Background: an optimization exercise with open tools, aiming at small area, a short achievable clock period and few clock cycles per item. Do not read the settings as production practice.
Only simulation tests tie the RTL to the original design; equivalence was not proved.
Power figures rest on the tool's default switching activity, not on a simulated workload.

== north ==
==> flow/design.v (excerpt) <==
module inav_decoder (
    input  wire         clk,
    input  wire         rst,         
    input  wire         cmd_valid,
    output wire         cmd_ready,
    input  wire [124:0] cmd,
    output reg          rsp_valid,
    output wire [485:0] rsp
);
export LEC_CHECK = 0
export CAP_MARGIN = 20
export CORE_MARGIN = 2
export CORE_UTILIZATION = 40
export PLACE_DENSITY = 0.6
export SETUP_SLACK_MARGIN = 5
export SLEW_MARGIN = 20
export TNS_END_PERCENT = 100
create_clock -name core_clock -period 8.0 [get_ports {clk}]
run.sh (not shown) runs the stock make flow with config.mk's settings and CLKGATE_MAP_FILE= SYNTH_SCRIPT=/design/flow/synth_recipe.tcl, a recipe that flattens the netlist after the stock synthesis.
Testbench counts of north, summed over its fixed seeds: cycles 5,616, items 5,600.
### north -> south
--- a/flow/design.v
+++ b/flow/design.v
@@ -11,32 +11,41 @@
     localparam [2:0] ST_FRAMING    = 3'd1;
     localparam [2:0] ST_CRC        = 3'd2;
     localparam [2:0] ST_UNKNOWN_WT = 3'd3;
     localparam [2:0] ST_EVEN_BUF   = 3'd4;
     localparam [2:0] ST_RESYNC     = 3'd5;
     localparam [2:0] ST_ILLEGAL    = 3'd7;
     reg          rdy;
     reg          asm_odd;       
-    reg  [117:6] evb;           
+    reg  [111:6] evb;           
+    reg  [10:1]  evwt;          
+    reg          evwt_ok;       
     reg          v1;            
     reg  [3:0]   op1;
     reg  [2:0]   st1;           
     reg          pair1;         
     reg          ev1;           
     reg  [23:0]  syn0, syn1;    
     reg  [15:0]  pd;            
     reg  [3:0]   gt1;           
     assign cmd_ready = rdy;
     wire       accept    = cmd_valid & rdy;
     wire [3:0] op        = cmd[124:121];
     wire       odd       = cmd[120];
     wire       marker_ok = (cmd[119] == odd);
     wire       submit    = (op == 4'h0);
     wire       ev_load   = accept & submit & marker_ok & ~odd;
+    wire [10:0] wt_in;
+    genvar gi;
+    generate
+        for (gi = 0; gi <= 10; gi = gi + 1) begin : g_dec
+            assign wt_in[gi] = (cmd[117:112] == gi);
+        end
+    endgenerate
     wire [7:0]  lo = cmd[13:6] & {8{~odd}};
     wire [23:0] syn_in0, syn_in1;
     wire r0x_0 = cmd[60] ^ cmd[92];
     wire r0x_1 = cmd[62] ^ cmd[94];
     wire r0x_2 = cmd[86] ^ cmd[114];
     wire r0x_3 = cmd[64] ^ cmd[96];
     wire r0x_4 = cmd[98] ^ cmd[116];
     wire r0x_5 = cmd[32] ^ cmd[72];
@@ -617,18 +626,21 @@
         op1   <= op;
         st1   <= st_in;
         pair1 <= submit & marker_ok & odd & asm_odd;
         ev1   <= submit & marker_ok & ~odd;
         syn0  <= syn_in0;
         syn1  <= syn_in1;
         pd    <= cmd[117:102];
         gt1   <= {op == 4'hB, op == 4'hA, op == 4'h9, op == 4'h8};
-        if (ev_load)
-            evb <= cmd[117:6];
+        if (ev_load) begin
+            evb     <= cmd[111:6];
+            evwt    <= wt_in[10:1];
+            evwt_ok <= (cmd[117:112] <= 6'd10);
+        end
         if (rst || (accept && op == 4'h1))
             asm_odd <= 1'b0;
         else if (accept && submit && marker_ok)
             asm_odd <= ~odd;
     end
     reg  [23:0]  evsyn;         
     wire [23:0]  sab = syn0 ^ syn1;
     wire [23:0]  syn_x;
@@ -805,28 +817,21 @@
     reg  [4:1]   eph_rx;
     reg  [10:7]  alm_rx;
     reg          rx5, rx6;      
     reg          new_eph, new_iono, new_utc, new_alm;
     reg  [2:0]   st2;
     reg          flag2;
     reg  [10:1]  sel0, sel1, sel2, sel3;    
     wire [121:0] data  = {evb[111:6], pd};    
-    wire [5:0]   wt    = evb[117:112];        
     wire         crc_ok = (sab == evsyn);
-    wire         wt_ok  = (wt <= 6'd10);
+    wire         wt_ok  = evwt_ok;
     wire         acc    = v1 & pair1 & crc_ok & wt_ok;
     wire         clr    = rst | (v1 && op1 == 4'h1);
-    wire [10:0] wdec;
-    genvar gi;
-    generate
-        for (gi = 0; gi <= 10; gi = gi + 1) begin : g_dec
-            assign wdec[gi] = (wt == gi);
-        end
-    endgenerate
+    wire [10:1] wdec = evwt;
     wire [10:1] we = {10{acc}} & wdec[10:1];
     wire [9:0] iod_d  = data[121:112];
     wire [9:0] iod1_n = wdec[1] ? iod_d : w1[119:110];
     wire [9:0] iod2_n = wdec[2] ? iod_d : w2[119:110];
     wire [9:0] iod3_n = wdec[3] ? iod_d : w3[121:112];
     wire [9:0] iod4_n = wdec[4] ? iod_d : w4[119:110];
     wire [3:0] ioda_d   = data[121:118];
     wire [3:0] ioda7_n  = wdec[7]  ? ioda_d : w7[115:112];
### Flow results
Against north, south comes in about 0.9% higher on final area.
Non-clock buffer count ends up higher on south.
[compare] base=north new=south: final setup skew shows an increase of 0.0069 ns, sequential cell count shows an increase of 5.
Combinational group share of total power, north and south, higher one = north.
Compared with north, south shows count of clock-buffer cells in the layout that has gone down by a few percent.
Hold slack across north and south: no real change.
Testbench counts of south, summed over its fixed seeds: cycles 5,616, items 5,600.

port drivers added, routing unchanged:
The results above use ideal ports. As a check the final layouts listed here were re-extracted and re-timed, cells and wires unchanged. Step 1: set_driving_cell puts a clkbuf_16 on clk and a buf_2 on each other input, an assumption about the parent block. Step 2 adds t to the input delays and takes it off the output delays; t is the mean of the earliest and latest rising clock arrival at the registers after step 1. Input paths then give back, and output paths get back, about the clock's delay inside the block. Slacks: no drivers / after step 1 / after step 2; pairs: no drivers / after step 1.
| run | shift t [ns] | slack for setup (ns) | worst setup path at the end |
|---|---|---|---|
| north | 0.861 | 4.422 / 4.344 / 4.024 | input to register |
| south | 0.865 | 4.192 / 4.113 / 4.042 | input to register |
After both steps setup and hold are still met in every run listed. For north, which loses most, drivers alone change the setup slack by -0.078 ns; drivers and shift together by -0.398 ns.
